Context: an optimization exercise on an open-source flow, tuned for small area, a short achievable clock period and few clock cycles. The choices shown serve that exercise and are no tape-out recipe. The RTL was checked by simulation tests, not by an equivalence proof against the original design. Power is estimated from default activity; no workload was simulated.

--- flow/run.sh ---
#!/bin/bash
# Layout: the standard ORFS flow (standard.sh), with two changes:
#  1. after the standard synthesis, the combinational logic is mapped again by Yosys's
#     default ABC script (flip-flops, their names and cell types are kept as they are);
#  2. repair_timing aims for extra setup slack, and the ports get plain buffers (still
#     one buffer per port, as in the standard flow).
set -euo pipefail
KNOBS=(SETUP_SLACK_MARGIN=7.3 TNS_END_PERCENT=100 MATCH_CELL_FOOTPRINT=0
       "BUFFER_PORTS_ARGS=-buffer_cell sky130_fd_sc_hd__buf_4")
RES=orfs/results/${FLOW_PLATFORM}/midi_framer/base
bash standard.sh "${KNOBS[@]}" synth > flow_synth.log 2>&1
cp $RES/1_2_yosys.v $RES/1_2_yosys_standard.v
LIB=$FLOW_HOME/platforms/${FLOW_PLATFORM}/lib/sky130_fd_sc_hd__tt_025C_1v80.lib
DONT_USE=""
for c in $(grep -o 'sky130_fd_sc_hd__\(probe\|probec\|lpflow\)[a-z0-9_]*' $FLOW_HOME/platforms/${FLOW_PLATFORM}/config.mk); do
  DONT_USE="$DONT_USE -dont_use $c"
done
cat > remap.ys <<EOY
read_liberty -ignore_miss_func $LIB
read_verilog $RES/1_2_yosys_standard.v
hierarchy -top $FLOW_TOP
setattr -mod -set keep_hierarchy 1 sky130_fd_sc_hd__dfxtp_* sky130_fd_sc_hd__edfxtp_* sky130_fd_sc_hd__dfrtp_* sky130_fd_sc_hd__conb_1
flatten
opt_clean -purge
abc -liberty $LIB $DONT_USE
opt_clean -purge
hilomap -singleton -hicell sky130_fd_sc_hd__conb_1 HI -locell sky130_fd_sc_hd__conb_1 LO
opt_clean -purge
select $FLOW_TOP
tee -o remap_stat.txt stat -liberty $LIB
write_verilog -noattr -nohex -nodec -selected $RES/1_2_yosys.v
EOY
yosys -s remap.ys > flow_remap.log 2>&1
rm -f $RES/1_synth.odb $RES/1_synth.sdc
bash standard.sh "${KNOBS[@]}" finish > flow_layout.log 2>&1
--- standard.sh ---
#!/bin/bash
# synth_recipe.tcl (not shown) runs the flow's synth.tcl, then flattens the netlist and writes it again
# the make line also repeats each setting of config.mk as NAME=value (left out here)
make -C /OpenROAD-flow-scripts/flow DESIGN_CONFIG=/design/flow/config.mk WORK_HOME=/design/flow/orfs CLKGATE_MAP_FILE= SYNTH_SCRIPT=/design/flow/synth_recipe.tcl "${@:-finish}"
--- config.mk ---
export PLATFORM = sky130hd
export DESIGN_NAME = midi_framer
export DESIGN_NICKNAME = midi_framer
export VERILOG_FILES = /design/flow/design.v
export SDC_FILE = /design/flow/constraint.sdc
export NUM_CORES = 4
export LEC_CHECK = 0
export CAP_MARGIN = 20
export CORE_MARGIN = 2
export CORE_UTILIZATION = 40
export SLEW_MARGIN = 20
--- constraint.sdc ---
create_clock -name core_clock -period 10.0 [get_ports {clk}]
set_input_delay 2.0000 -clock core_clock [delete_from_list [all_inputs] [get_ports {clk}]]
set_output_delay 2.0000 -clock core_clock [all_outputs]
set_load 0.01 [all_outputs]
--- design.v ---
module midi_framer (
  input  wire       clk,
  input  wire       rst,         
  input  wire       ev_valid,
  output wire       ev_ready,
  input  wire       ev_idle,     
  input  wire [7:0] ev_byte,
  output wire       wr_valid,
  input  wire       wr_ready,
  output wire [7:0] wr_addr,
  output wire [7:0] wr_data
);
  localparam [1:0] C_OTHER = 2'd0, C_RAW = 2'd1, C_ON = 2'd2, C_OFF = 2'd3;
  localparam [9:0] TC_534 = 10'h05D, TC_536 = 10'h175, TC_998 = 10'h159;
  localparam [2:0] VK_4 = 3'd5, VK_5 = 3'd6, VK_6 = 3'd3, VK_0 = 3'd0;
  reg  [9:0] tc;
  reg  [6:0] te;
  reg        lf;         
  reg        pn;         
  reg  [6:0] vn0, vn1, vn2;
  reg  [2:0] vk0, vk1, vk2;
  reg        sv;
  reg  [1:0] cls;
  reg        cnt;
  reg  [6:0] fn;
  reg        ir_v;
  reg        iw;         
  reg        id1;        
  reg        ir_idle;
  reg  [7:0] ir_b;
  reg        sr;         
  reg        mp;         
  reg        mo;         
  reg        h_v;        
  reg  [6:0] h_a;
  reg  [7:0] h_d;
  reg        hr;         
  reg  [2:0] pm;         
  reg        ap;         
  assign ev_ready = ~((iw & (mp | h_v)) | (id1 & ap));
  assign wr_valid = mo | h_v;
  assign wr_addr  = mo ? 8'h07 : {1'b0, h_a};
  assign wr_data  = mo ? 8'h38 : h_d;
  wire busy = mp | h_v;
  wire proc = ir_v & ~(iw & busy) & ~(id1 & ap);
  wire occ0 = (vn0 != 7'd0), occ1 = (vn1 != 7'd0), occ2 = (vn2 != 7'd0);
  wire [2:0] evm = {occ2 & (vk2 == VK_0), occ1 & (vk1 == VK_0), occ0 & (vk0 == VK_0)};
  wire [6:0] v  = ir_b[6:0];
  wire       vz = (v == 7'd0);
  wire m0 = (vn0 == fn), m1 = (vn1 == fn), m2 = (vn2 == fn);
  wire       mf = m0 | m1 | m2;
  wire [1:0] ms = m0 ? 2'd0 : m1 ? 2'd1 : 2'd2;
  wire       ff = ~occ0 | ~occ1 | ~occ2;
  wire [1:0] fs = ~occ0 ? 2'd0 : ~occ1 ? 2'd1 : 2'd2;
  wire       do_raw   = (cls == C_RAW);
  wire       do_alloc = (cls == C_ON) & ~vz;
  wire       do_rel   = ((cls == C_ON) & vz) | (cls == C_OFF);
  wire       a_found  = mf | ff;
  wire       touch    = (do_alloc & a_found) | (do_rel & mf);
  wire       msg_more = do_raw | touch;
  wire [1:0] t_s      = (do_alloc & ~mf) ? fs : ms;         
  wire tc0   = (tc == 10'd0);
  wire late  = (te >= 7'd61) & (te <= 7'd64) & lf;
  wire [2:0] nload = tc0 ? ((te >= 7'd62) ? VK_5 : VK_4) : (late ? VK_6 : VK_5);
  wire [9:0] tc_inc = {tc[8:0], ~(tc[9] ^ tc[6])};
  wire [11:0] hft;                       
  ftab_rom u_ftab (.n(fn), .y(hft));
  wire [1:0] pm_s = pm[0] ? 2'd0 : pm[1] ? 2'd1 : 2'd2;
  wire [1:0] ev_s = evm[0] ? 2'd0 : evm[1] ? 2'd1 : 2'd2;
  wire p_idle  = proc & ir_idle;
  wire p_pass  = p_idle & pn;
  wire p_stat  = proc & ~ir_idle & ir_b[7];
  wire p_d1    = proc & id1;
  wire p_msg   = sr;
  wire p_wpass = p_pass & (|evm);
  wire k_on  = ~hr &  h_a[3] & h_d[0];
  wire k_lsb = ~hr & ~h_a[3] & ~h_a[0];
  wire       sv_n  = sv | p_stat;
  wire       cnt_n = p_stat ? 1'b0 : p_d1 ? 1'b1 : p_msg ? 1'b0 : cnt;
  wire       pn_n  = p_pass ? 1'b0 :
                     p_idle ? ((tc == TC_998) | ((te == 7'd65) & (tc == TC_534))) : pn;
  wire       xfer   = ~mp & h_v & wr_ready;                  
  wire       mp_n   = mo & ~wr_ready;
  wire       h_v_n  = p_msg   ? msg_more :
                      p_wpass ? 1'b1 :
                      xfer    ? (k_on | k_lsb | (pm != 3'd0)) : h_v;
  wire       ap_n   = p_msg   ? (do_alloc & a_found) :
                      xfer    ? k_on : ap;
  wire       keep   = ir_v & ~proc;
  wire       take   = ev_valid & ev_ready;
  wire       iw_in  = ev_idle ? pn_n : (~ev_byte[7] & sv_n & cnt_n);
  wire       iw_n   = keep ? iw  : (take & iw_in);
  wire       id1_n  = keep ? id1 : (take & ~ev_idle & ~ev_byte[7] & sv_n & ~cnt_n);
  wire       idle_n = keep ? ir_idle : ev_idle;
  wire       sr_n   = iw_n & ~idle_n & ~mp_n & ~h_v_n;
  wire       mo_n   = mp_n | sr_n;
  always @(posedge clk) begin
    if (~keep) begin
      ir_idle <= ev_idle;
      ir_b    <= ev_byte;
    end
    if (rst) begin
      ir_v <= 1'b0;
      iw   <= 1'b0;
      id1  <= 1'b0;
      sr   <= 1'b0;
      pn   <= 1'b0;
      sv   <= 1'b0;
      cnt  <= 1'b0;
      mp   <= 1'b0;
      mo   <= 1'b0;
      h_v  <= 1'b0;
      ap   <= 1'b0;
    end else begin
      ir_v <= keep | take;
      iw   <= iw_n;
      id1  <= id1_n;
      sr   <= sr_n;
      pn   <= pn_n;
      sv   <= sv_n;
      cnt  <= cnt_n;
      mp   <= mp_n;
      mo   <= mo_n;
      h_v  <= h_v_n;
      ap   <= ap_n;
    end
    if (rst) begin
      tc <= 10'd0;
      te <= 7'd0;
      lf <= 1'b0;
    end else if (p_idle) begin
      if (pn) begin
        tc <= 10'd0;
        te <= (te == 7'd65) ? 7'd0 : te + 7'd1;
        lf <= 1'b0;
      end else begin
        tc <= tc_inc;
        if (tc == TC_536) lf <= 1'b1;
      end
    end
    if (rst) begin
      vn0 <= 7'd0;
      vn1 <= 7'd0;
      vn2 <= 7'd0;
    end else if (p_pass) begin
      if (evm[0]) vn0 <= 7'd0;
      if (evm[1]) vn1 <= 7'd0;
      if (evm[2]) vn2 <= 7'd0;
    end else if (p_msg & touch) begin
      case (t_s)
        2'd0: vn0 <= do_alloc ? fn : 7'd0;
        2'd1: vn1 <= do_alloc ? fn : 7'd0;
        default: vn2 <= do_alloc ? fn : 7'd0;
      endcase
    end
    if (p_pass) begin
      vk0 <= {vk0[1:0], ~(vk0[2] ^ vk0[1])};
      vk1 <= {vk1[1:0], ~(vk1[2] ^ vk1[1])};
      vk2 <= {vk2[1:0], ~(vk2[2] ^ vk2[1])};
    end else if (p_msg & touch) begin
      case (t_s)
        2'd0: vk0 <= nload;
        2'd1: vk1 <= nload;
        default: vk2 <= nload;
      endcase
    end
    if (p_stat)
      cls <= (ir_b == 8'h85)       ? C_RAW :
             (ir_b[6:4] == 3'b001) ? C_ON  :
             (ir_b[6:4] == 3'b000) ? C_OFF : C_OTHER;
    if (p_d1)
      fn <= v;
    if (p_msg) begin
      hr  <= do_raw;
      pm  <= 3'd0;
      h_a <= do_raw ? fn : {5'd2, t_s};
      h_d <= do_raw ? {1'b0, v} : do_alloc ? 8'h0F : 8'h00;
    end else if (p_wpass) begin
      hr  <= 1'b0;
      pm  <= evm & ~(3'd1 << ev_s);
      h_a <= {5'd2, ev_s};
      h_d <= 8'h00;
    end else if (xfer) begin
      if (k_on) begin
        h_a <= {4'd0, h_a[1:0], 1'b0};
        h_d <= hft[7:0];
      end else if (k_lsb) begin
        h_a <= {h_a[6:1], 1'b1};
        h_d <= {4'd0, hft[11:8]};
      end else if (pm != 3'd0) begin
        h_a <= {5'd2, pm_s};
        h_d <= 8'h00;
        pm  <= pm & ~(3'd1 << pm_s);
      end
    end
  end
endmodule
module ftab_rom(n, y);
  input [6:0] n;
  wire [6:0] n;
  output [11:0] y;
  wire [11:0] y;
  wire _000_;
  wire _001_;
  wire _002_;
  wire _003_;
  wire _004_;
  wire _005_;
  wire _006_;
  wire _007_;
  wire _008_;
  wire _009_;
  wire _010_;
  wire _011_;
  wire _012_;
  wire _013_;
  wire _014_;
  wire _015_;
  wire _016_;
  wire _017_;
  wire _018_;
  wire _019_;
  wire _020_;
  wire _021_;
  wire _022_;
  wire _023_;
  wire _024_;
  wire _025_;
  wire _026_;
  wire _027_;
  wire _028_;
  wire _029_;
  wire _030_;
  wire _031_;
  wire _032_;
  wire _033_;
  wire _034_;
  wire _035_;
  wire _036_;
  wire _037_;
  wire _038_;
  wire _039_;
  wire _040_;
  wire _041_;
  wire _042_;
  wire _043_;
  wire _044_;
  wire _045_;
  wire _046_;
  wire _047_;
  wire _048_;
  wire _049_;
  wire _050_;
  wire _051_;
  wire _052_;
  wire _053_;
  wire _054_;
  wire _055_;
  wire _056_;
  wire _057_;
  wire _058_;
  wire _059_;
  wire _060_;
  wire _061_;
  wire _062_;
  wire _063_;
  wire _064_;
  wire _065_;
  wire _066_;
  wire _067_;
  wire _068_;
  wire _069_;
  wire _070_;
  wire _071_;
  wire _072_;
  wire _073_;
  wire _074_;
  wire _075_;
  wire _076_;
  wire _077_;
  wire _078_;
  wire _079_;
  wire _080_;
  wire _081_;
  wire _082_;
  wire _083_;
  wire _084_;
  wire _085_;
  wire _086_;
  wire _087_;
  wire _088_;
  wire _089_;
  wire _090_;
  wire _091_;
  wire _092_;
  wire _093_;
  wire _094_;
  wire _095_;
  wire _096_;
  wire _097_;
  wire _098_;
  wire _099_;
  wire _100_;
  wire _101_;
  wire _102_;
  wire _103_;
  wire _104_;
  wire _105_;
  wire _106_;
  wire _107_;
  wire _108_;
  wire _109_;
  wire _110_;
  wire _111_;
  wire _112_;
  wire _113_;
  wire _114_;
  wire _115_;
  wire _116_;
  wire _117_;
  wire _118_;
  wire _119_;
  wire _120_;
  wire _121_;
  wire _122_;
  wire _123_;
  wire _124_;
  wire _125_;
  wire _126_;
  wire _127_;
  wire _128_;
  wire _129_;
  wire _130_;
  wire _131_;
  wire _132_;
  wire _133_;
  wire _134_;
  wire _135_;
  wire _136_;
  wire _137_;
  wire _138_;
  wire _139_;
  wire _140_;
  wire _141_;
  wire _142_;
  wire _143_;
  wire _144_;
  wire _145_;
  wire _146_;
  wire _147_;
  wire _148_;
  wire _149_;
  wire _150_;
  wire _151_;
  wire _152_;
  wire _153_;
  wire _154_;
  wire _155_;
  wire _156_;
  wire _157_;
  wire _158_;
  wire _159_;
  wire _160_;
  wire _161_;
  wire _162_;
  wire _163_;
  wire _164_;
  wire _165_;
  wire _166_;
  wire _167_;
  wire _168_;
  wire _169_;
  wire _170_;
  wire _171_;
  wire _172_;
  wire _173_;
  wire _174_;
  wire _175_;
  wire _176_;
  wire _177_;
  wire _178_;
  wire _179_;
  wire _180_;
  wire _181_;
  wire _182_;
  wire _183_;
  wire _184_;
  wire _185_;
  wire _186_;
  wire _187_;
  wire _188_;
  wire _189_;
  wire _190_;
  wire _191_;
  wire _192_;
  wire _193_;
  wire _194_;
  wire _195_;
  wire _196_;
  wire _197_;
  wire _198_;
  wire _199_;
  assign _096_ = ~n[6];
  assign _106_ = n[2] & n[1];
  assign _117_ = ~(n[2] | n[1]);
  assign _127_ = n[3] ? _106_ : _117_;
  assign _129_ = _127_ | n[4];
  assign _130_ = ~n[4];
  assign _131_ = ~n[3];
  assign _132_ = ~(n[2] & n[1]);
  assign _133_ = n[0] & n[1];
  assign _134_ = _133_ | n[2];
  assign _135_ = _131_ ? _132_ : _134_;
  assign _136_ = _135_ | _130_;
  assign _137_ = n[5] ? _129_ : _136_;
  assign y[10] = _096_ & ~(_137_);
  assign _138_ = n[3] & ~(_117_);
  assign _139_ = ~(n[2] ^ n[1]);
  assign _140_ = n[2] & ~(n[0]);
  assign _141_ = _139_ & ~(_140_);
  assign _142_ = n[3] ? _132_ : _141_;
  assign _143_ = n[4] ? _138_ : _142_;
  assign _144_ = ~(n[0] | n[2]);
  assign _145_ = _139_ | _144_;
  assign _146_ = _131_ ? _132_ : _145_;
  assign _147_ = _146_ | _130_;
  assign _148_ = n[5] ? _143_ : _147_;
  assign y[9] = _096_ & ~(_148_);
  assign _149_ = ~n[5];
  assign _150_ = ~n[1];
  assign _151_ = n[0] ^ n[1];
  assign _152_ = n[2] ? _150_ : _151_;
  assign _153_ = _132_ | n[0];
  assign _154_ = n[3] ? _152_ : _153_;
  assign _155_ = n[4] & ~(_154_);
  assign _156_ = ~n[2];
  assign _157_ = _156_ ? n[1] : _133_;
  assign _158_ = n[3] ? _139_ : _157_;
  assign _159_ = n[2] | n[1];
  assign _160_ = _156_ & ~(_133_);
  assign _161_ = n[3] ? _159_ : _160_;
  assign _162_ = _130_ ? _158_ : _161_;
  assign _163_ = _149_ ? _155_ : _162_;
  assign _164_ = _106_ | n[3];
  assign _165_ = _164_ | n[4];
  assign _166_ = _149_ & ~(_165_);
  assign y[8] = _096_ ? _163_ : _166_;
  assign _167_ = ~n[0];
  assign _168_ = _132_ | _167_;
  assign _169_ = n[1] & ~(n[0]);
  assign _170_ = n[2] ? n[0] : _169_;
  assign _171_ = _131_ ? _168_ : _170_;
  assign _172_ = n[4] & ~(_171_);
  assign _173_ = _167_ ? n[3] : _156_;
  assign _174_ = _150_ ? n[2] : _173_;
  assign _175_ = ~(n[0] ^ n[1]);
  assign _176_ = _156_ ? _167_ : _175_;
  assign _177_ = n[3] ? n[1] : _176_;
  assign _178_ = n[4] ? _174_ : _177_;
  assign _179_ = _149_ ? _172_ : _178_;
  assign _180_ = _131_ & ~(_106_);
  assign _181_ = _159_ | n[3];
  assign _182_ = _130_ ? _180_ : _181_;
  assign _183_ = _149_ & ~(_182_);
  assign y[7] = _096_ ? _179_ : _183_;
  assign _184_ = n[1] & ~(_144_);
  assign _185_ = _131_ ? _153_ : _184_;
  assign _186_ = n[4] & ~(_185_);
  assign _187_ = n[1] ? n[0] : n[2];
  assign _188_ = n[3] ? _167_ : _187_;
  assign _189_ = n[2] ? n[1] : _175_;
  assign _190_ = _131_ ? _189_ : _157_;
  assign _191_ = _130_ ? _188_ : _190_;
  assign _192_ = _149_ ? _186_ : _191_;
  assign _193_ = n[2] ^ n[1];
  assign _194_ = n[3] ? _134_ : _193_;
  assign _195_ = n[4] ? _127_ : _194_;
  assign _196_ = _149_ & ~(_195_);
  assign y[6] = _096_ ? _192_ : _196_;
  assign _197_ = _130_ & ~(_138_);
  assign _198_ = _140_ | _193_;
  assign _199_ = n[3] ? _106_ : _198_;
  assign _000_ = _193_ & ~(_144_);
  assign _001_ = _131_ ? n[1] : _000_;
  assign _002_ = n[4] ? _199_ : _001_;
  assign _003_ = n[5] ? _197_ : _002_;
  assign _004_ = n[0] | ~(n[1]);
  assign _005_ = n[2] ? _167_ : _004_;
  assign _006_ = _156_ ? _167_ : _004_;
  assign _007_ = _131_ ? _005_ : _006_;
  assign _008_ = ~(n[0] & n[1]);
  assign _009_ = _131_ ? _008_ : _141_;
  assign _010_ = n[4] ? _007_ : _009_;
  assign _011_ = _167_ ? _156_ : _193_;
  assign _012_ = _131_ ? _153_ : _011_;
  assign _013_ = n[4] & ~(_012_);
  assign _014_ = n[5] ? _010_ : _013_;
  assign y[5] = n[6] ? _003_ : _014_;
  assign _015_ = n[4] ? _180_ : _161_;
  assign _016_ = n[2] ? n[1] : _004_;
  assign _017_ = _131_ ? _167_ : _016_;
  assign _018_ = n[4] ? _158_ : _017_;
  assign _019_ = n[5] ? _015_ : _018_;
  assign _020_ = n[0] & ~(n[1]);
  assign _021_ = n[2] ? _020_ : _169_;
  assign _022_ = _193_ | _167_;
  assign _023_ = _131_ ? _021_ : _022_;
  assign _024_ = _144_ | _150_;
  assign _025_ = _156_ ? _133_ : _175_;
  assign _026_ = _131_ ? _024_ : _025_;
  assign _027_ = _130_ ? _023_ : _026_;
  assign _028_ = _131_ ? _132_ : _006_;
  assign _029_ = n[4] & ~(_028_);
  assign _030_ = n[5] ? _027_ : _029_;
  assign y[4] = n[6] ? _019_ : _030_;
  assign _031_ = _117_ | _167_;
  assign _032_ = _167_ ? n[2] : _139_;
  assign _033_ = n[3] ? _031_ : _032_;
  assign _034_ = n[0] | ~(n[2]);
  assign _035_ = _156_ ? n[1] : _169_;
  assign _036_ = _131_ ? _034_ : _035_;
  assign _037_ = n[4] ? _033_ : _036_;
  assign _038_ = _156_ & ~(_020_);
  assign _039_ = _038_ | _131_;
  assign _040_ = n[4] & ~(_039_);
  assign _041_ = n[5] ? _037_ : _040_;
  assign _042_ = n[4] ? _164_ : _174_;
  assign _043_ = n[3] ? n[1] : _006_;
  assign _044_ = n[2] ? _167_ : _175_;
  assign _045_ = _131_ ? _141_ : _044_;
  assign _046_ = n[4] ? _043_ : _045_;
  assign _047_ = n[5] ? _042_ : _046_;
  assign y[3] = _096_ ? _041_ : _047_;
  assign _048_ = n[1] | ~(n[0]);
  assign _049_ = _156_ ? _048_ : _169_;
  assign _050_ = _131_ ? _168_ : _049_;
  assign _051_ = n[4] & ~(_050_);
  assign _052_ = _008_ | n[2];
  assign _053_ = _131_ & ~(_020_);
  assign _054_ = _052_ & ~(_053_);
  assign _055_ = _156_ & ~(_175_);
  assign _056_ = n[0] | n[1];
  assign _057_ = _156_ ? n[0] : _056_;
  assign _058_ = n[3] ? _055_ : _057_;
  assign _059_ = _130_ ? _054_ : _058_;
  assign _060_ = _149_ ? _051_ : _059_;
  assign _061_ = n[2] ? _048_ : _004_;
  assign _062_ = _156_ ? n[1] : _175_;
  assign _063_ = _131_ ? _061_ : _062_;
  assign _064_ = n[3] ? _156_ : _139_;
  assign _065_ = _130_ ? _063_ : _064_;
  assign _066_ = n[1] | ~(n[2]);
  assign _067_ = ~(_066_ & n[0]);
  assign _068_ = _131_ ? _022_ : _067_;
  assign _069_ = n[3] ? _167_ : _062_;
  assign _070_ = _130_ ? _068_ : _069_;
  assign _071_ = n[5] ? _065_ : _070_;
  assign y[2] = _096_ ? _060_ : _071_;
  assign _072_ = ~(n[0] | n[1]);
  assign _073_ = _156_ ? _020_ : _072_;
  assign _074_ = _131_ ? _153_ : _073_;
  assign _075_ = n[4] & ~(_074_);
  assign _076_ = n[2] ? _167_ : _020_;
  assign _077_ = _133_ | _144_;
  assign _078_ = _131_ ? _076_ : _077_;
  assign _079_ = n[2] ? _020_ : _004_;
  assign _080_ = n[3] ? _150_ : _079_;
  assign _081_ = n[4] ? _078_ : _080_;
  assign _082_ = _149_ ? _075_ : _081_;
  assign _083_ = n[0] & n[2];
  assign _084_ = _083_ | _144_;
  assign _085_ = n[2] ? _169_ : _175_;
  assign _086_ = n[3] ? _084_ : _085_;
  assign _087_ = _144_ | n[1];
  assign _088_ = n[2] ? _008_ : _072_;
  assign _089_ = _131_ ? _087_ : _088_;
  assign _090_ = _130_ ? _086_ : _089_;
  assign _091_ = n[2] & n[3];
  assign _092_ = _167_ ? n[1] : _132_;
  assign _093_ = _092_ ? _131_ : _091_;
  assign _094_ = _140_ | _117_;
  assign _095_ = n[3] ? _145_ : _094_;
  assign _097_ = _130_ ? _093_ : _095_;
  assign _098_ = n[5] ? _090_ : _097_;
  assign y[1] = _096_ ? _082_ : _098_;
  assign _099_ = _139_ | _167_;
  assign _100_ = n[2] ? n[0] : _151_;
  assign _101_ = _131_ ? _099_ : _100_;
  assign _102_ = _175_ & ~(n[2]);
  assign _103_ = _131_ & ~(_083_);
  assign _104_ = _103_ | _102_;
  assign _105_ = _130_ ? _101_ : _104_;
  assign _107_ = _193_ & ~(_020_);
  assign _108_ = _107_ | _131_;
  assign _109_ = n[4] & ~(_108_);
  assign _110_ = n[5] ? _105_ : _109_;
  assign _111_ = _156_ ? _167_ : _048_;
  assign _112_ = n[3] ? _187_ : _111_;
  assign _113_ = _133_ | _117_;
  assign _114_ = n[2] ? _150_ : _175_;
  assign _115_ = _131_ ? _113_ : _114_;
  assign _116_ = _130_ ? _112_ : _115_;
  assign _118_ = n[2] ? _048_ : _151_;
  assign _119_ = _156_ ? _020_ : _175_;
  assign _120_ = _131_ ? _118_ : _119_;
  assign _121_ = _156_ ? _167_ : _056_;
  assign _122_ = n[3] ? _066_ : _121_;
  assign _123_ = n[4] ? _120_ : _122_;
  assign _124_ = _149_ ? _116_ : _123_;
  assign y[0] = _096_ ? _110_ : _124_;
  assign _125_ = n[4] & ~(_180_);
  assign _126_ = _130_ & ~(_181_);
  assign _128_ = _149_ ? _125_ : _126_;
  assign y[11] = _128_ & ~(n[6]);
endmodule
==> results of run 1 <==
## what timing repair did
item                       CTS  global route
buffers inserted            27            17
pin swaps                    8            15
cloned                       0             1
setup endpoints to repair   79            62
resized for setup           30            51
## stage by stage
step                cell area (sq um)  power [mW]
finish                           6999      0.8272
floorplan                        5483      0.4339
detailed placement               5986      0.4438
global placement                 5981      0.4431
global route                     6999      0.8467
CTS                              6646      0.8305
## routing by layer
layer	up-vias	track usage, %	wire length, um
met2	286	37.93	7923
li1	2530	-	-
met4	0	9.338	565
met1	2576	28.77	7093
met3	54	4.230	1120
met5	-	0	0
## state kept, by name, indices dropped and copies added, names as in the netlist, 2 cells and up
name,count
h_d,8
tc,10
vn2,7
cls,2
te,7
vn0,7
pm,3
vk0,3
ir_b,8
vk2,3
fn,7
vn1,7
vk1,3
h_a,7
## worst min-delay path, delay by kind of cell (launching register included)
kind               cells  cell delay (ns)
AOI/OAI and AO/OA      1             0.05
DFF                    1             0.32
and+or+nand+nor        1             0.06
## worst min path at each step
stage / slack [ns] / end
finish: 0.48 / tc[7]
detailed placement: 0.47 / sv
global placement: 0.45 / lf
CTS: 0.48 / tc[7]
floorplan: 0.43 / lf
global route: 0.51 / vn2[1]
## layout make-up
class | instances | area, sq um | share of cell area, %
clock buffers | 12 | 267.8 | 3.826
inverters | 12 | 58.81 | 0.8402
clock inverters | 4 | 72.57 | 1.037
flip-flops and latches | 96 | 2357 | 33.68
multi-input cells | 500 | 3313 | 47.34
well taps | 176 | 220.2 | 3.146
repair buffers | 82 | 709.4 | 10.14
## placed cells by master (no fill, tap or decap), drive strengths merged, types with 15 or more instances in the layout
| cell | n |
|---|---|
| nand2 | 66 |
| nor2 | 73 |
| o21ai | 37 |
| dfxtp | 54 |
| a21oi | 36 |
| a22o | 22 |
| nor3 | 28 |
| buf | 81 |
| edfxtp | 42 |
| nor2b | 16 |
| nand3 | 15 |
| xnor2 | 15 |
## power groups by stage
stage	sequential [mW]	clock, mW	combinational (mW)
floorplan	0.422	0	0.0116
finish	0.415	0.390	0.0224
CTS	0.415	0.395	0.0207
global route	0.415	0.407	0.0244
global placement	0.424	0	0.0194
detailed placement	0.424	0	0.0201
==> impl_metrics.toml, run 1 <==
[sta]
setup_viol = 0
finalHoldViolCount = 0
fin_tns_setup_ns = 0
period_share_pct = 31.38
max_freq_mhz = 318.7
max_slew_margin_pct = 34.41
whs_ns = 0.4781
rsz0062_at_grt = "yes"
layout_setup_ws_ns = 6.862
min_period_ns = 3.138
finClkSkew_ns = 0.01171
worstMarginPinSlew_ns = 0.9763
maxSlewViolCount = 0

[setup_path]
max_stage_delay_ns = 0.42
path_cells = "or2_0 -> buf_4"
endpoint_kind = "primary output"
setup.worst_path.start = "h_a[1]"
r2r_cells = 20
crit_fanout = 2
rrSetupSlack_ns = 7.02
cp-endpoint = "wr_addr[1]"
r2r_end = "mo"
slowest_stage = "edfxtp_1"
crit_cells = 2
cp.arrival_ns = 1.14
critPathTopFamily = "flip-flops"
critPathLaunchType = "flip-flop"
worst-path-buf-inv = 1
critPathKind = "flip-flop to primary output"
r2r_start = "mp"
crit_required_ns = 8.00

[global_route]
grt_max_degree = 44
track_usage_pct = 22.65
grt_pass1_wl_um = 25880
grt_overflow_total = 0
grt_antenna_before_repair = 0
grt_pass1_vias = 5185

[synth]
yosysWarnings = 1
netlist_instances = 607
netlist_area_sq_um = 5373
avgSynthCellArea_sq_um = 8.851
synth_fp_nets = 620

[cts]
root_buffer = "clkbuf_16"
clk_pin_slew_ns = 0.07
cts.path.max_buffers = 2
cts_tree = "yes"
htreeDepth = 3
numCtsBuffers = 9
clock_latency_ns = 0.36
clock_sinks = 96
hold_buffers = 0

[hold_path]
min_path_cells = 2
hold_path_class = "flip-flop to flip-flop"
min-delay-start = "tc[7]"

[power]
swShare_pct = 20.08
p_switching_mw = 0.1661
p_per_area_nw_per_um2 = 118.2
p_clk_share_pct = 47.1
intPower_mw = 0.6611
power.leakage_nw = 2.641
p_comb_share_pct = 2.7
peakVddDrop_mv = 0.1462
p_seq_share_pct = 50.1

[placed_design]
io_buffers = 29
gp_congestion = 0.9511
dp.cells = 821
hpwl_um = 10840
post-place-ws_ns = 6.610

[routing]
firstDrtPassIters = 6
drc_errors = 0
drtIter0Drc = 633
routed_wl_um = 16700
wl_per_cell_um = 18.94
antenna_left = 0
vias_per_cell = 6.175
vias = 5446

[finish]
final_util_pct = 53.06
finalNetCount = 714
drive_gt1_share_pct = 21.39
antennaDiodeCount = 0
fillCellCount = 1160
stdcell_count = 882
syn2layout_area_growth_pct = 30.27

[die]
start_util_pct = 40.73
dieArea_sq_um = 14370
dieHeight_um = 119.9
core_sq_um = 13190
io_pins = 31
row_count = 42
fp.dieW_um = 119.9

[run_status]
status = "finished clean"

[run]
drv_cap = 0
Testbench counts, summed over its fixed seeds: cycles 233,299.
==> inputs of run 2 (changes only) <==
--- a/flow/run.sh
+++ b/flow/run.sh
@@ -5,7 +5,7 @@
 #  2. repair_timing aims for extra setup slack, and the ports get plain buffers (still
 #     one buffer per port, as in the standard flow).
 set -euo pipefail
-KNOBS=(SETUP_SLACK_MARGIN=7.3 TNS_END_PERCENT=100 MATCH_CELL_FOOTPRINT=0
+KNOBS=(SETUP_SLACK_MARGIN=6.8 TNS_END_PERCENT=100 MATCH_CELL_FOOTPRINT=0
        "BUFFER_PORTS_ARGS=-buffer_cell sky130_fd_sc_hd__buf_4")
 RES=orfs/results/${FLOW_PLATFORM}/midi_framer/base
 bash standard.sh "${KNOBS[@]}" synth > flow_synth.log 2>&1
==> impl_metrics.toml, run 2 <==
[routing]
firstDrtPassIters = 5
wl_per_cell_um = 18.24
antenna_left = 0
drc_errors = 0
met3_length_um = 1059
top_layer = "met4"
vias = 5140
routed_wl_um = 15450
vias_per_cell = 6.068
drtIter0Drc = 550
drt-met1-wl_um = 6808
dr_wl_met2_um = 7240

[finish]
final_util_pct = 48.16
mostFrequentLayoutCells = "nor2_1 (70), nand2_1 (63), dfxtp_1 (48), buf_4 (48), edfxtp_1 (42)"
drive_gt1_share_pct = 12.07
antennaDiodeCount = 0
finalNetCount = 679
regMostFlops = "tc"
layout_commonest_cell = "nor2_1"
stdcell_count = 847
stdcell_area_sq_um = 6352
largest_reg_flops = 10
syn2layout_area_growth_pct = 18.23
top_regs = "tc x10, h_d x8, ir_b x8"

[power]
swShare_pct = 20.50
p_seq_share_pct = 53.2
peakVddDrop_mv = 0.07577
p_clk_share_pct = 44.2
intPower_mw = 0.6197
p_switching_mw = 0.1598
p_per_area_nw_per_um2 = 122.7
p_comb_share_pct = 2.6
power.leakage_nw = 2.375
finalPower_mw = 0.7795

[run]
drv_cap = 0

[run_status]
status = "finished clean"

[setup_path]
rrSetupSlack_ns = 6.95
critPathKind = "flip-flop to primary output"
endpoint_kind = "primary output"
r2r_end = "vn2[0]"
cp-endpoint = "ev_ready"
crit_fanout = 6
setup.worst_path.start = "mp"
crit_required_ns = 8.00
cp.arrival_ns = 1.20
r2r_start = "fn[4]"
critPathLaunchType = "flip-flop"
r2r_cells = 8

[sta]
period_share_pct = 32.02
max_slew_margin_pct = 43.59
fin_tns_setup_ns = 0
setup_viol = 0
max_freq_mhz = 312.3
min_period_ns = 3.202
worstMarginPinSlew_ns = 0.8373
finalHoldViolCount = 0
finClkSkew_ns = 0.004398
rsz0062_at_grt = "yes"
maxSlewViolCount = 0
layout_setup_ws_ns = 6.798
whs_ns = 0.4887

[global_route]
grt_antenna_before_repair = 0
track_usage_pct = 21.30
grt_pass1_wl_um = 24260
grt_pass1_vias = 4683
grt_max_degree = 44
grt_overflow_total = 0

[synth]
yosysWarnings = 1
netlist_instances = 607
avgSynthCellArea_sq_um = 8.851
synth_fp_nets = 620
netlist_area_sq_um = 5373

[cts]
clock_latency_ns = 0.35
clk_pin_slew_ns = 0.06
htreeDepth = 3
hold_buffers = 0
numCtsBuffers = 9
cts.path.max_buffers = 2
root_buffer = "clkbuf_16"
clock_sinks = 96
cts_tree = "yes"

[die]
core_sq_um = 13190
io_pins = 31
fp.dieW_um = 119.9
dieHeight_um = 119.9
start_util_pct = 40.73
dieArea_sq_um = 14370
row_count = 42

[placed_design]
hpwl_um = 10740
post-place-ws_ns = 6.380
gp_congestion = 0.9565
io_buffers = 29
dp.cells = 821
postPlaceCellArea_sq_um = 5897

[hold_path]
hold_path_class = "flip-flop to flip-flop"
-- run 2: changes by cell type in the layout (fill, tap and decap cells not counted), sizes merged --
cell / before / now
clkbuf: 13 / 11
clkinv: 9 / 12
nand2: 66 / 65
clkinvlp: 3 / 2
buf: 81 / 48
bufinv: 2 / 1
-- run 2: per-layer routing --
layer  global-route usage, %  vias to the layer above
met5                       0                        -
met4                   8.088                        0
met3                   4.468                       31
met2                   34.18                      225
met1                   28.30                     2436
li1                        -                     2448
-- run 2: power groups by stage --
stage / clock, mW / sequential, mW / combinational [mW]
final: 0.345 / 0.415 / 0.0200
after global routing: 0.366 / 0.415 / 0.0222
after CTS: 0.351 / 0.415 / 0.0198
after detailed placement: 0 / 0.424 / 0.0197
after global placement: 0 / 0.424 / 0.0192
after floorplan: 0 / 0.422 / 0.0113
-- run 2: worst max-delay path, stage by stage (launching register included) --
cell	delay, ns
dfxtp_2	0.35
o21ai_4	0.21
nand2_4	0.10
clkinv_1	0.07
buf_4	0.11
-- run 2: repair_timing --
| action | CTS | global route |
|---|---|---|
| endpoints found under the setup margin | 62 | 29 |
| gates resized for setup | 6 | 18 |
| hold endpoints to repair | 0 | 0 |
| buffers inserted | 1 | 9 |
| pin swaps | 1 | 4 |
-- run 2: worst min path at each step --
stage                     startpoint     to  slack (ns)  cells after the start
after floorplan                   lf     lf        0.43                      2
after global placement            lf     lf        0.46                      2
after detailed placement       tc[7]  tc[7]        0.48                      2
after CTS                      te[4]  te[4]        0.49                      1
after global routing              lf     lf        0.52                      2
final                             sv     sv        0.49                      1
-- run 2: final cells by class --
type                    instances  area (sq um)
fillers                      1240          6838
flip-flops and latches         96          2352
inverters                      12         52.55
clock buffers                  11         242.7
multi-input cells             499          3070
well taps                     176         220.2
clock inverters                 5         53.80
repair buffers                 48         360.3
==> inputs of run 3 (changes only) <==
--- a/flow/run.sh
+++ b/flow/run.sh
@@ -5,7 +5,7 @@
 #  2. repair_timing aims for extra setup slack, and the ports get plain buffers (still
 #     one buffer per port, as in the standard flow).
 set -euo pipefail
-KNOBS=(SETUP_SLACK_MARGIN=6.8 TNS_END_PERCENT=100 MATCH_CELL_FOOTPRINT=0
+KNOBS=(SETUP_SLACK_MARGIN=7 TNS_END_PERCENT=100 MATCH_CELL_FOOTPRINT=0
        "BUFFER_PORTS_ARGS=-buffer_cell sky130_fd_sc_hd__buf_4")
 RES=orfs/results/${FLOW_PLATFORM}/midi_framer/base
 bash standard.sh "${KNOBS[@]}" synth > flow_synth.log 2>&1
==> impl_metrics.toml, run 3 <==
[placed_design]
hpwl_um = 10820
gp_congestion = 0.9417
postPlaceCellArea_sq_um = 5971
io_buffers = 29

[power]
p_clk_share_pct = 43.0
swShare_pct = 21.65
finalPower_mw = 0.7625
peakVddDrop_mv = 0.1107
intPower_mw = 0.5974
p_seq_share_pct = 54.3
p_switching_mw = 0.1651
p_per_area_nw_per_um2 = 117.1
power.leakage_nw = 2.451
p_comb_share_pct = 2.7

[global_route]
track_usage_pct = 21.86
grt_max_degree = 44
busiest_layer = "met2"
grt_pass1_vias = 4836
grt_antenna_before_repair = 0
grt_overflow_total = 0
grt_util_met1_pct = 28.86
grt.met3_usage_pct = 3.850
grt_pass1_wl_um = 25000
use_met2_pct = 35.79

[run]
drv_cap = 0

[sta]
max_freq_mhz = 312.6
min_period_ns = 3.198
period_share_pct = 31.98
rsz0062_at_grt = "yes"
finalHoldViolCount = 0
fin_tns_setup_ns = 0
maxSlewViolCount = 0
whs_ns = 0.4723
worstMarginPinSlew_ns = 0.9214
setup_viol = 0
max_slew_margin_pct = 37.92
finClkSkew_ns = 0.01073

[finish]
syn2layout_area_growth_pct = 21.22
largest_reg_flops = 10
multiInputGateArea_sq_um = 3136
stdcell_area_sq_um = 6513
finalNetCount = 687
layout_commonest_cell = "nor2_1"
antennaDiodeCount = 0
fillCellCount = 1256
top_regs = "tc x10, h_d x8, ir_b x8"
regMostFlops = "tc"
seqCellArea_sq_um = 2355
mostFrequentLayoutCells = "nor2_1 (70), nand2_1 (62), dfxtp_1 (48)"
drive_gt1_share_pct = 15.17

[cts]
clk_pin_slew_ns = 0.07
hold_buffers = 0
numCtsBuffers = 9
clock_sinks = 96
clock_latency_ns = 0.35
cts_tree = "yes"
cts.path.max_buffers = 2
root_buffer = "clkbuf_16"
htreeDepth = 3

[setup_path]
r2r_start = "fn[1]"
slowest_stage = "dfxtp_4"
endpoint_kind = "primary output"
path_cells = "buf_12 -> or2_4 -> buf_6"
critPathKind = "flip-flop to primary output"
crit_fanout = 4
r2r_end = "h_d[1]"
critPathLaunchType = "flip-flop"
rrSetupSlack_ns = 7.12
r2r_cells = 8
max_stage_delay_ns = 0.37
cp.arrival_ns = 1.20
crit_required_ns = 8.00

[run_status]
status = "finished clean"

[die]
io_pins = 31
fp.dieW_um = 119.9
start_util_pct = 40.73
dieArea_sq_um = 14370
row_count = 42
dieHeight_um = 119.9
core_sq_um = 13190

[routing]
vias = 5261
routed_wl_um = 15720
drc_errors = 0
antenna_left = 0
drtIter0Drc = 566
vias_per_cell = 6.153
firstDrtPassIters = 5
wl_per_cell_um = 18.39

[hold_path]
min_path_cells = 2
hold_path_class = "flip-flop to flip-flop"
whs_endpoint = "lf"
min-delay-start = "lf"

[synth]
synth_fp_nets = 620
netlist_instances = 607
avgSynthCellArea_sq_um = 8.851
yosysWarnings = 1
netlist_area_sq_um = 5373
-- run 3: final cells by class --
class | count | share of cell area (%)
Tap cell | 176 | 3.381
Clock inverter | 5 | 0.5956
Timing Repair Buffer | 56 | 7.166
Multi-Input combinational cell | 499 | 48.15
Sequential cell | 96 | 36.16
Clock buffer | 11 | 3.746
Inverter | 12 | 0.8069
-- run 3: how the worst max path moves through the flow --
stage	startpoint	end	slack (ns)
after floorplan	wr_ready	mo	6.85
after global placement	h_v	h_d[1]	6.58
after detailed placement	h_v	h_d[1]	6.56
after CTS	mp	ev_ready	6.74
after global routing	mo	wr_data[5]	6.76
final	mo	wr_addr[0]	6.80
-- run 3: power by group through the flow --
stage                     combinational, mW  clock, mW  sequential (mW)
after global routing                 0.0226      0.348            0.415
final                                0.0203      0.328            0.414
after floorplan                      0.0114          0            0.422
after CTS                            0.0199      0.335            0.414
after global placement               0.0194          0            0.424
after detailed placement             0.0197          0            0.424
-- run 3: through the flow --
stage | util, % | cells | worst slack (ns)
2_1_floorplan | - | 607 | 6.855
3_3_place_gp | 45.23 | 821 | 6.578
3_5_place_dp | 45.27 | 821 | 6.556
4_1_cts | 48.71 | 848 | 6.743
5_1_grt | 49.37 | 855 | 6.765
6_report | 49.37 | 855 | 6.802
-- run 3: worst max-delay path: cells and delay by family, from the launching register on --
kind	cells	cell delay (ns)
simple gates	1	0.24
buf+inv	2	0.25
flops	1	0.37
-- run 3: routing by layer --
metal	vias up	share of wire [%]
met1	2512	43
met2	234	48
li1	2480	-
met5	-	0
met4	0	2.6
met3	35	5.8
-- run 3: timing repair --
action | 4_1_cts | 5_1_grt
setup buffers | 11 | 7
endpoints found under the setup margin | 65 | 45
pin swaps | 7 | 9
resized for setup | 25 | 15
cloned | 0 | 0
==> inputs of run 4 (changes only) <==
--- a/flow/run.sh
+++ b/flow/run.sh
@@ -6,7 +6,7 @@
 #     one buffer per port, as in the standard flow).
 set -euo pipefail
 KNOBS=(SETUP_SLACK_MARGIN=7 TNS_END_PERCENT=100 MATCH_CELL_FOOTPRINT=0
-       "BUFFER_PORTS_ARGS=-buffer_cell sky130_fd_sc_hd__buf_4")
+       "BUFFER_PORTS_ARGS=-buffer_cell sky130_fd_sc_hd__buf_2")
 RES=orfs/results/${FLOW_PLATFORM}/midi_framer/base
 bash standard.sh "${KNOBS[@]}" synth > flow_synth.log 2>&1
 cp $RES/1_2_yosys.v $RES/1_2_yosys_standard.v
--- a/config.mk
+++ b/config.mk
@@ -8,4 +8,5 @@
 export CAP_MARGIN = 20
 export CORE_MARGIN = 2
 export CORE_UTILIZATION = 40
+export CTS_BUF_LIST = sky130_fd_sc_hd__clkbuf_8
 export SLEW_MARGIN = 20
==> impl_metrics.toml, run 4 <==
[die]
dieArea_sq_um = 14370
dieHeight_um = 119.9
fp.dieW_um = 119.9
io_pins = 31
core_sq_um = 13190
start_util_pct = 40.73
row_count = 42

[routing]
top_layer = "met4"
antenna_left = 0
vias = 5084
dr_wl_met2_um = 7182
routed_wl_um = 15310
wl_per_cell_um = 18.08
firstDrtPassIters = 6
drtIter0Drc = 573
drt-met1-wl_um = 6841
met3_length_um = 862
vias_per_cell = 6.002
drc_errors = 0

[setup_path]
rrSetupSlack_ns = 7.13
max_stage_delay_ns = 0.37
slowest_stage = "dfxtp_2"
endpoint_kind = "primary output"
path_cells = "o21ai_4 -> nand2_2 -> clkinv_1 -> buf_2"
crit_fanout = 4
cp.arrival_ns = 1.20
crit_required_ns = 8.00
critPathKind = "flip-flop to primary output"
critPathLaunchType = "flip-flop"

[finish]
layout_commonest_cell = "nor2_1"
antennaDiodeCount = 0
multiInputGateArea_sq_um = 3122
syn2layout_area_growth_pct = 16.65
finalNetCount = 679
top_regs = "tc x10, h_d x8, ir_b x8"
largest_reg_flops = 10
seqCellArea_sq_um = 2350
regMostFlops = "tc"
drive_gt1_share_pct = 13.41
mostFrequentLayoutCells = "nor2_1 (70), nand2_1 (62), dfxtp_1 (50)"
fillCellCount = 1257

[power]
power.leakage_nw = 2.334
p_seq_share_pct = 57.4
finalPower_mw = 0.7221
p_comb_share_pct = 2.6
swShare_pct = 21.46
peakVddDrop_mv = 0.08631
intPower_mw = 0.5672
p_clk_share_pct = 40.0
p_switching_mw = 0.1549
p_per_area_nw_per_um2 = 115.2

[cts]
root_buffer = "clkbuf_8"
cts_tree = "yes"
clock_latency_ns = 0.38
clock_sinks = 96
clk_pin_slew_ns = 0.10
htreeDepth = 3
cts.path.max_buffers = 2
hold_buffers = 0
numCtsBuffers = 9

[synth]
synth_fp_nets = 620
netlist_instances = 607
netlist_area_sq_um = 5373
yosysWarnings = 1
avgSynthCellArea_sq_um = 8.851

[global_route]
grt_antenna_before_repair = 0
grt_overflow_total = 0
grt_pass1_wl_um = 24590
grt_pass1_vias = 4777
track_usage_pct = 21.46
grt_max_degree = 44

[sta]
period_share_pct = 32.02
min_period_ns = 3.202
maxSlewViolCount = 0
fin_tns_setup_ns = 0
max_slew_margin_pct = 39.37
worstMarginPinSlew_ns = 0.8999
finClkSkew_ns = 0.008888
rsz0062_at_grt = "yes"
finalHoldViolCount = 0
max_freq_mhz = 312.3
setup_viol = 0

[placed_design]
hpwl_um = 10700
io_buffers = 29
gp_congestion = 0.9693

[hold_path]
hold_path_class = "flip-flop to flip-flop"

[run]
drv_cap = 0

[run_status]
status = "finished clean"
## run 4: final timing paths
check                  end  cells after the start  startpoint
setup / recovery  ev_ready                      4          mp
hold / removal          lf                      2          lf
hold reg to reg         lf                      2          lf
setup reg to reg    h_d[1]                      8       fn[1]
## run 4: cell type report
type	count	area share (%)
multi-input cells	499	49.81
flip-flops and latches	96	37.49
repair buffers	48	4.652
well taps	176	3.514
clock buffers	10	2.196
clock inverters	6	1.437
inverters	12	0.8984
## run 4: power by group through the flow
stage / Sequential [mW] / Combinational (mW) / Clock [mW]
final: 0.414 / 0.0187 / 0.289
after global placement: 0.424 / 0.0181 / 0
after global routing: 0.415 / 0.0209 / 0.309
after CTS: 0.414 / 0.0186 / 0.297
after floorplan: 0.422 / 0.0114 / 0
after detailed placement: 0.424 / 0.0185 / 0
## run 4: worst max-delay path, delay by kind of cell (launching register included)
family	cells	cell delay, ns
flops	1	0.37
buf+inv	2	0.17
compound gates	1	0.20
simple gates	1	0.08
## run 4: stage by stage
step / instance area (sq um) / hold slack [ns] / instances / setup WS [ns] / utilization (%)
floorplan: 5460 / 0.4286 / 607 / 6.855 / -
global placement: 5893 / 0.4561 / 821 / 6.562 / 44.68
detailed placement: 5898 / 0.4617 / 821 / 6.570 / 44.72
CTS: 6226 / 0.4895 / 845 / 6.793 / 47.20
global route: 6267 / 0.5135 / 847 / 6.757 / 47.51
finish: 6267 / 0.4865 / 847 / 6.798 / 47.51
## run 4: timing repair
item,CTS,global route
gates resized for setup,12,6
endpoints found under the setup margin,58,27
pin swaps,3,0
setup buffers,8,2
gates cloned,0,0
## run 4: per-layer routing
metal,vias to the layer above,GRT usage [%]
met1,2382,29.05
met4,0,8.676
met2,207,33.93
met3,42,3.992
li1,2453,-
met5,-,0
==> inputs of run 5 (changes only) <==
--- a/design.v
+++ b/design.v
@@ -28,8 +28,6 @@
   reg        id1;        
   reg        ir_idle;
   reg  [7:0] ir_b;
-  reg        sr;         
-  reg        mp;         
   reg        mo;         
   reg        h_v;        
   reg  [6:0] h_a;
@@ -37,11 +35,11 @@
   reg        hr;         
   reg  [2:0] pm;         
   reg        ap;         
-  assign ev_ready = ~((iw & (mp | h_v)) | (id1 & ap));
+  assign ev_ready = ~((iw & (mo | h_v)) | (id1 & ap));
   assign wr_valid = mo | h_v;
   assign wr_addr  = mo ? 8'h07 : {1'b0, h_a};
   assign wr_data  = mo ? 8'h38 : h_d;
-  wire busy = mp | h_v;
+  wire busy = mo | h_v;
   wire proc = ir_v & ~(iw & busy) & ~(id1 & ap);
   wire occ0 = (vn0 != 7'd0), occ1 = (vn1 != 7'd0), occ2 = (vn2 != 7'd0);
   wire [2:0] evm = {occ2 & (vk2 == VK_0), occ1 & (vk1 == VK_0), occ0 & (vk0 == VK_0)};
@@ -71,7 +69,7 @@
   wire p_pass  = p_idle & pn;
   wire p_stat  = proc & ~ir_idle & ir_b[7];
   wire p_d1    = proc & id1;
-  wire p_msg   = sr;
+  wire p_msg   = proc & iw & ~ir_idle;
   wire p_wpass = p_pass & (|evm);
   wire k_on  = ~hr &  h_a[3] & h_d[0];
   wire k_lsb = ~hr & ~h_a[3] & ~h_a[0];
@@ -79,8 +77,7 @@
   wire       cnt_n = p_stat ? 1'b0 : p_d1 ? 1'b1 : p_msg ? 1'b0 : cnt;
   wire       pn_n  = p_pass ? 1'b0 :
                      p_idle ? ((tc == TC_998) | ((te == 7'd65) & (tc == TC_534))) : pn;
-  wire       xfer   = ~mp & h_v & wr_ready;                  
-  wire       mp_n   = mo & ~wr_ready;
+  wire       xfer   = ~mo & h_v & wr_ready;                  
   wire       h_v_n  = p_msg   ? msg_more :
                       p_wpass ? 1'b1 :
                       xfer    ? (k_on | k_lsb | (pm != 3'd0)) : h_v;
@@ -91,9 +88,7 @@
   wire       iw_in  = ev_idle ? pn_n : (~ev_byte[7] & sv_n & cnt_n);
   wire       iw_n   = keep ? iw  : (take & iw_in);
   wire       id1_n  = keep ? id1 : (take & ~ev_idle & ~ev_byte[7] & sv_n & ~cnt_n);
-  wire       idle_n = keep ? ir_idle : ev_idle;
-  wire       sr_n   = iw_n & ~idle_n & ~mp_n & ~h_v_n;
-  wire       mo_n   = mp_n | sr_n;
+  wire       mo_n   = p_msg | (mo & ~wr_ready);
   always @(posedge clk) begin
     if (~keep) begin
       ir_idle <= ev_idle;
@@ -103,11 +98,9 @@
       ir_v <= 1'b0;
       iw   <= 1'b0;
       id1  <= 1'b0;
-      sr   <= 1'b0;
       pn   <= 1'b0;
       sv   <= 1'b0;
       cnt  <= 1'b0;
-      mp   <= 1'b0;
       mo   <= 1'b0;
       h_v  <= 1'b0;
       ap   <= 1'b0;
@@ -115,11 +108,9 @@
       ir_v <= keep | take;
       iw   <= iw_n;
       id1  <= id1_n;
-      sr   <= sr_n;
       pn   <= pn_n;
       sv   <= sv_n;
       cnt  <= cnt_n;
-      mp   <= mp_n;
       mo   <= mo_n;
       h_v  <= h_v_n;
       ap   <= ap_n;
==> impl_metrics.toml, run 5 <==
[die]
dieArea_sq_um = 14440
io_pins = 31
dieHeight_um = 120.2
start_util_pct = 40.91
fp.dieW_um = 120.2
core_sq_um = 13190
row_count = 42

[power]
swShare_pct = 21.98
p_per_area_nw_per_um2 = 110.3
p_switching_mw = 0.1503
p_seq_share_pct = 59.6
finalPower_mw = 0.6835
power.leakage_nw = 2.201
p_clk_share_pct = 37.6
peakVddDrop_mv = 0.1011
intPower_mw = 0.5333
p_comb_share_pct = 2.8

[cts]
clk_pin_slew_ns = 0.09
htreeDepth = 3
root_buffer = "clkbuf_8"
clock_sinks = 94
clock_latency_ns = 0.37
cts.path.max_buffers = 2
cts_tree = "yes"
hold_buffers = 0
numCtsBuffers = 9

[routing]
wl_per_cell_um = 20.21
vias_per_cell = 6.372
drc_errors = 0
vias = 5416
routed_wl_um = 17180
firstDrtPassIters = 6
antenna_left = 0
drtIter0Drc = 718

[finish]
stdcell_count = 850
layout_commonest_cell = "nor2_1"
largest_reg_flops = 10
mostFrequentLayoutCells = "nor2_1 (66), nand2_1 (48), dfxtp_1 (48)"
drive_gt1_share_pct = 11.72
finalNetCount = 682
regMostFlops = "tc"
fillCellCount = 1256
top_regs = "tc x10, h_d x8, ir_b x8"
antennaDiodeCount = 0
syn2layout_area_growth_pct = 14.86

[setup_path]
max_stage_delay_ns = 0.40
critPathKind = "flip-flop to primary output"
slowest_stage = "dfxtp_4"
endpoint_kind = "primary output"
worst-path-buf-inv = 2
crit_fanout = 8
critPathTopFamily = "flip-flops"
path_cells = "o21ai_4 -> nand2_2 -> inv_2 -> buf_2"
critPathLaunchType = "flip-flop"
cp.arrival_ns = 1.26
crit_required_ns = 8.00

[sta]
worstMarginPinSlew_ns = 0.7709
maxSlewViolCount = 0
period_share_pct = 32.63
rsz0062_at_grt = "yes"
setup_viol = 0
finalHoldViolCount = 0
fin_tns_setup_ns = 0
min_period_ns = 3.263
finClkSkew_ns = 0.01346
max_freq_mhz = 306.4
max_slew_margin_pct = 47.94

[synth]
netlist_area_sq_um = 5396
yosysWarnings = 1
synth_fp_nets = 622
avgSynthCellArea_sq_um = 8.861
netlist_instances = 609

[global_route]
grt_antenna_before_repair = 0
grt_max_degree = 51
grt_pass1_vias = 4844
track_usage_pct = 23.14
grt_pass1_wl_um = 26230
grt_overflow_total = 0

[run_status]
status = "finished clean"

[placed_design]
hpwl_um = 11420
dp.cells = 825
io_buffers = 29
gp_congestion = 0.9591

[run]
drv_cap = 0

[hold_path]
hold_path_class = "flip-flop to flip-flop"
-- run 5: stage by stage --
stage | setup slack (ns) | hold slack (ns) | instance area (sq um) | utilization (%)
5_1_grt | 6.687 | 0.5225 | 6198 | 46.99
3_5_place_dp | 6.617 | 0.4654 | 5868 | 44.49
4_1_cts | 6.720 | 0.4877 | 6136 | 46.52
2_1_floorplan | 7.012 | 0.4411 | 5420 | -
6_report | 6.737 | 0.4832 | 6198 | 46.99
3_3_place_gp | 6.669 | 0.4597 | 5868 | 44.49
-- run 5: path summary, 6_finish.rpt --
kind	startpoint	endpoint	slack [ns]	cells past startpoint
worst min-delay path	sv	sv	0.48	2
worst max-delay path	mo	ev_ready	6.74	4
worst min register to register	sv	sv	0.48	2
worst max register to register	ir_v	h_d[3]	7.10	5
-- run 5: power by group through the flow --
| stage | sequential [mW] | clock, mW | combinational, mW |
|---|---|---|---|
| after global placement | 0.416 | 0 | 0.0180 |
| after detailed placement | 0.416 | 0 | 0.0182 |
| after CTS | 0.407 | 0.263 | 0.0185 |
| after global routing | 0.408 | 0.282 | 0.0210 |
| after floorplan | 0.414 | 0 | 0.00993 |
| final | 0.407 | 0.257 | 0.0190 |
-- run 5: layout make-up --
type / count / area, sq um / area share, %
multi-input cells: 501 / 3104 / 50.08
flip-flops and latches: 94 / 2318 / 37.40
repair buffers: 48 / 295.3 / 4.764
well taps: 176 / 220.2 / 3.553
clock buffers: 10 / 137.6 / 2.220
clock inverters: 6 / 66.31 / 1.070
inverters: 15 / 56.30 / 0.9084
-- run 5: worst register-to-register path: cells and delay by family, from the launching register on --
kind / cells / cell delay [ns]
simple gates: 3 / 1.13
compound gates: 2 / 1.01
flops: 1 / 0.40
-- run 5: per-layer routing --
metal / track usage [%] / up-vias / routed length (um)
met3: 5.798 / 41 / 1485
met5: 0 / - / 0
li1: - / 2489 / -
met1: 31.42 / 2584 / 7513
met4: 7.794 / 0 / 430
met2: 35.97 / 302 / 7746
-- run 5: repair_timing --
action	4_1_cts	5_1_grt
setup endpoints to repair	43	65
pin swaps	3	6
resized for setup	11	7
setup buffers	4	4
cloned	0	1
Testbench counts of run 5, summed over its fixed seeds: cycles 233,847.
==> inputs of run 6 (changes only) <==
--- a/flow/run.sh
+++ b/flow/run.sh
@@ -5,7 +5,7 @@
 #  2. repair_timing aims for extra setup slack, and the ports get plain buffers (still
 #     one buffer per port, as in the standard flow).
 set -euo pipefail
-KNOBS=(SETUP_SLACK_MARGIN=7 TNS_END_PERCENT=100 MATCH_CELL_FOOTPRINT=0
+KNOBS=(SETUP_SLACK_MARGIN=6.6 TNS_END_PERCENT=100 MATCH_CELL_FOOTPRINT=0
        "BUFFER_PORTS_ARGS=-buffer_cell sky130_fd_sc_hd__buf_2")
 RES=orfs/results/${FLOW_PLATFORM}/midi_framer/base
 bash standard.sh "${KNOBS[@]}" synth > flow_synth.log 2>&1
==> impl_metrics.toml, run 6 <==
[placed_design]
gp_congestion = 0.9692
io_buffers = 29
hpwl_um = 11590

[routing]
drc_errors = 0
drtIter0Drc = 586
wl_per_cell_um = 19.31
routed_wl_um = 16280
antenna_left = 0
vias = 5302
firstDrtPassIters = 6
vias_per_cell = 6.289

[global_route]
grt_overflow_total = 0
grt_antenna_before_repair = 0
grt_max_degree = 51
grt_pass1_vias = 4769
track_usage_pct = 22.42
grt_pass1_wl_um = 25360

[synth]
avgSynthCellArea_sq_um = 8.861
yosysWarnings = 1
synth_fp_nets = 622
netlist_area_sq_um = 5396
netlist_instances = 609

[power]
p_per_area_nw_per_um2 = 116.3
peakVddDrop_mv = 0.09309
power.leakage_nw = 2.144
finalPower_mw = 0.7101

[die]
dieArea_sq_um = 14440
io_pins = 31
fp.dieW_um = 120.2
start_util_pct = 40.91
row_count = 42
core_sq_um = 13190
dieHeight_um = 120.2

[setup_path]
critPathKind = "flip-flop to primary output"
crit_fanout = 11
crit_required_ns = 8.00
critPathLaunchType = "flip-flop"
cp.arrival_ns = 1.31
r2r_start = "vn0[0]"
r2r_end = "h_a[2]"
r2r_cells = 5
endpoint_kind = "primary output"
rrSetupSlack_ns = 6.86

[cts]
clock_sinks = 94
htreeDepth = 3
clock_latency_ns = 0.37
cts.path.max_buffers = 2
root_buffer = "clkbuf_8"
hold_buffers = 0
clk_pin_slew_ns = 0.09
cts_tree = "yes"
numCtsBuffers = 9

[sta]
max_slew_margin_pct = 39.75
period_share_pct = 33.10
fin_tns_setup_ns = 0
worstMarginPinSlew_ns = 0.9006
finClkSkew_ns = 0.005058
rsz0062_at_grt = "no"
maxSlewViolCount = 0
finalHoldViolCount = 0
min_period_ns = 3.310
setup_viol = 0
max_freq_mhz = 302.1

[finish]
finalNetCount = 675
drive_gt1_share_pct = 9.295
syn2layout_area_growth_pct = 13.12
layout_commonest_cell = "nor2_1"
regMostFlops = "tc"
largest_reg_flops = 10
mostFrequentLayoutCells = "nor2_1 (67), dfxtp_1 (50), nand2_1 (49)"
top_regs = "tc x10, h_d x8, ir_b x8"
antennaDiodeCount = 0

[hold_path]
min-delay-start = "sv"
hold_path_class = "flip-flop to flip-flop"
min_path_cells = 2
whs_endpoint = "sv"

[run_status]
status = "finished clean"

[run]
drv_cap = 0
## run 6: cell type report
class	instances	area, sq um
clock buffer	9	123.9
clock inverter	7	105.1
fill	1302	7086
inverter	15	56.30
multi-input combinational	500	3040
sequential	94	2316
tap	176	220.2
timing repair buffer	42	242.7
## run 6: worst max path at each step
| stage | cells past startpoint | end | startpoint | slack (ns) |
|---|---|---|---|---|
| 2_1_floorplan | 6 | vk0[0] | fn[3] | 6.80 |
| 3_3_place_gp | 5 | h_d[4] | wr_ready | 6.46 |
| 4_1_cts | 4 | ev_ready | mo | 6.62 |
| 3_5_place_dp | 5 | h_d[1] | wr_ready | 6.42 |
| 6_report | 4 | ev_ready | mo | 6.69 |
| 5_1_grt | 4 | ev_ready | mo | 6.62 |
## run 6: repair_timing
item,4_1_cts,5_1_grt
setup endpoints to repair,16,1
resized for setup,4,1
buffers inserted,0,1
pin swaps,0,0
## run 6: stage by stage
step | std cells | setup WS [ns] | hold slack [ns] | area [sq um] | utilization [%]
after floorplan | 609 | 6.804 | 0.4411 | 5403 | -
after global placement | 826 | 6.460 | 0.4652 | 5858 | 44.41
after detailed placement | 826 | 6.421 | 0.4744 | 5858 | 44.41
after CTS | 842 | 6.617 | 0.4938 | 6095 | 46.21
after global routing | 843 | 6.616 | 0.5215 | 6105 | 46.28
final | 843 | 6.690 | 0.4912 | 6105 | 46.28
## run 6: layer usage
metal / routed length (um) / vias up / track usage, %
li1: - / 2483 / -
met1: 6982 / 2505 / 30.54
met2: 7249 / 271 / 33.70
met3: 1486 / 43 / 5.703
met4: 559 / 0 / 9.559
met5: 0 / - / 0
## run 6: where the power goes
group | internal [mW] | leakage, nW | total (mW) | switching, mW
clock network | 0.145 | 0.112 | 0.285 | 0.140
logic | 0.00643 | 1.20 | 0.0182 | 0.0118
registers | 0.403 | 0.828 | 0.407 | 0.00393
total | 0.554 | 2.14 | 0.710 | 0.156
## run 6: worst max-delay path, stage by stage, from the launching register on
cell      delay [ns]
dfxtp_4         0.41
o21ai_2         0.22
nand2_2         0.10
clkinv_1        0.09
buf_2           0.13
==> inputs of run 7 (changes only) <==
--- a/flow/run.sh
+++ b/flow/run.sh
@@ -5,7 +5,7 @@
 #  2. repair_timing aims for extra setup slack, and the ports get plain buffers (still
 #     one buffer per port, as in the standard flow).
 set -euo pipefail
-KNOBS=(SETUP_SLACK_MARGIN=6.6 TNS_END_PERCENT=100 MATCH_CELL_FOOTPRINT=0
+KNOBS=(SETUP_SLACK_MARGIN=6.8 TNS_END_PERCENT=100 MATCH_CELL_FOOTPRINT=0
        "BUFFER_PORTS_ARGS=-buffer_cell sky130_fd_sc_hd__buf_2")
 RES=orfs/results/${FLOW_PLATFORM}/midi_framer/base
 bash standard.sh "${KNOBS[@]}" synth > flow_synth.log 2>&1
==> impl_metrics.toml, run 7 <==
[global_route]
track_usage_pct = 22.67
grt_antenna_before_repair = 0
grt_max_degree = 51
grt_pass1_wl_um = 25590
grt_pass1_vias = 4798
grt_overflow_total = 0

[hold_path]
min-delay-start = "vn1[1]"
hold_path_class = "flip-flop to flip-flop"
min_path_cells = 2
whs_endpoint = "vn1[1]"

[sta]
period_share_pct = 32.53
layout_setup_ws_ns = 6.747
worstMarginPinSlew_ns = 0.8998
fin_tns_setup_ns = 0
finalHoldViolCount = 0
finClkSkew_ns = 0.005669
max_freq_mhz = 307.4
setup_viol = 0
rsz0062_at_grt = "yes"
maxSlewViolCount = 0
min_period_ns = 3.253
max_slew_margin_pct = 39.81

[setup_path]
cp.arrival_ns = 1.25
r2r_cells = 7
endpoint_kind = "primary output"
crit_required_ns = 8.00
setup.worst_path.start = "mo"
critPathKind = "flip-flop to primary output"
r2r_end = "vk0[2]"
crit_fanout = 6
critPathLaunchType = "flip-flop"
rrSetupSlack_ns = 7.02
r2r_start = "vn0[0]"

[power]
p_switching_mw = 0.1559
p_seq_share_pct = 57.3
power.leakage_nw = 2.187
p_clk_share_pct = 40.1
peakVddDrop_mv = 0.09315
p_comb_share_pct = 2.6
intPower_mw = 0.5541
p_per_area_nw_per_um2 = 115.1
swShare_pct = 21.95

[finish]
syn2layout_area_growth_pct = 14.33
antennaDiodeCount = 0
top_regs = "tc x10, h_d x8, ir_b x8"
regMostFlops = "tc"
mostFrequentLayoutCells = "nor2_1 (67), nand2_1 (48), dfxtp_1 (46)"
fillCellCount = 1301
largest_reg_flops = 10
layout_commonest_cell = "nor2_1"
drive_gt1_share_pct = 11.21
finalNetCount = 677

[cts]
clock_latency_ns = 0.37
clk_pin_slew_ns = 0.09
numCtsBuffers = 9
clock_sinks = 94
cts_tree = "yes"
root_buffer = "clkbuf_8"
htreeDepth = 3
cts.path.max_buffers = 2

[placed_design]
hpwl_um = 11590
post-place-ws_ns = 6.421
io_buffers = 29
gp_congestion = 0.9692

[die]
core_sq_um = 13190
io_pins = 31
start_util_pct = 40.91
row_count = 42
dieHeight_um = 120.2
fp.dieW_um = 120.2
dieArea_sq_um = 14440

[run]
drv_cap = 0

[run_status]
status = "finished clean"

[synth]
netlist_instances = 609
netlist_area_sq_um = 5396
synth_fp_nets = 622
avgSynthCellArea_sq_um = 8.861
yosysWarnings = 1

[routing]
drtIter0Drc = 506
firstDrtPassIters = 5
wl_per_cell_um = 19.29
vias = 5272
drc_errors = 0
routed_wl_um = 16300
antenna_left = 0
vias_per_cell = 6.239
==> run 7: worst max path at each step <==
stage | end | slack [ns] | cells past startpoint
after CTS | wr_data[3] | 6.74 | 3
after floorplan | vk0[0] | 6.80 | 6
after detailed placement | h_d[1] | 6.42 | 5
after global placement | h_d[4] | 6.46 | 5
after global routing | wr_addr[1] | 6.71 | 3
final | wr_addr[1] | 6.75 | 3
==> run 7: critical path, stage by stage (launching register included) <==
cell	delay [ns]
dfxtp_4	0.40
buf_6	0.14
or2_1	0.21
buf_2	0.14
==> run 7: layout make-up <==
type | count | area [sq um] | share of cell area, %
clock buffers | 9 | 123.9 | 2.008
clock inverters | 7 | 105.1 | 1.704
inverters | 15 | 56.30 | 0.9126
multi-input cells | 500 | 3082 | 49.95
flip-flops and latches | 94 | 2321 | 37.62
well taps | 176 | 220.2 | 3.569
repair buffers | 44 | 261.5 | 4.238
==> run 7: timing repair <==
action | CTS | global route
hold buffers | 0 | 0
resized for setup | 14 | 10
buffers inserted | 3 | 0
pin swaps | 4 | 2
endpoints found under the setup margin | 17 | 36
==> run 7: metal layers <==
metal	GRT usage [%]	vias to the layer above	wire length, um
li1	-	2491	-
met1	30.72	2493	7304
met2	34.30	235	7144
met3	5.608	53	1229
met4	9.853	0	620
met5	0	-	0
==> run 7: through the flow <==
step / util [%] / hold slack, ns / cells / power (mW) / cell area [sq um]
floorplan: - / 0.4411 / 609 / 0.4244 / 5403
detailed placement: 44.41 / 0.4744 / 826 / 0.4339 / 5858
global route: 46.77 / 0.5215 / 845 / 0.7314 / 6170
global placement: 44.41 / 0.4652 / 826 / 0.4339 / 5858
finish: 46.77 / 0.4912 / 845 / 0.7100 / 6170
CTS: 46.54 / 0.4938 / 845 / 0.7143 / 6138
==> run 7: power by group through the flow <==
stage	clock network, mW	logic, mW	registers (mW)
6_report	0.285	0.0182	0.407
5_1_grt	0.304	0.0202	0.408
4_1_cts	0.289	0.0181	0.407
3_5_place_dp	0	0.0180	0.416
3_3_place_gp	0	0.0176	0.416
2_1_floorplan	0	0.00988	0.414

-- static timing again, ports no longer ideal --
How much do the figures lean on ideal ports? The routed layouts below were timed once more, with nothing changed but the port constraints. Step 1, drivers: a clkbuf_16 drives clk and a buf_2 each remaining input, both assumed. Step 2, shift: input delay + t, output delay - t, t = (earliest + latest rising clock arrival at the registers) / 2. This alone moves slack from input paths to output paths. Slacks: ideal / step 1 / step 2; pairs: ideal / step 1.
run	t (ns)	slack for setup (ns)	worst setup path after step 2
run 1	0.389	6.862 / 6.823 / 6.590	input to register
run 2	0.392	6.798 / 6.755 / 6.463	input to register
run 3	0.387	6.802 / 6.759 / 6.468	input to register
run 4	0.404	6.798 / 6.766 / 6.561	input to register
run 5	0.398	6.737 / 6.701 / 6.676	input to register
run 6	0.403	6.690 / 6.654 / 6.382	input to register
run 7	0.399	6.747 / 6.711 / 6.633	input to register
After both steps every run listed still meets setup and hold. For run 2, which loses most, drivers alone change the setup slack by -0.043 ns; drivers and shift together by -0.335 ns.
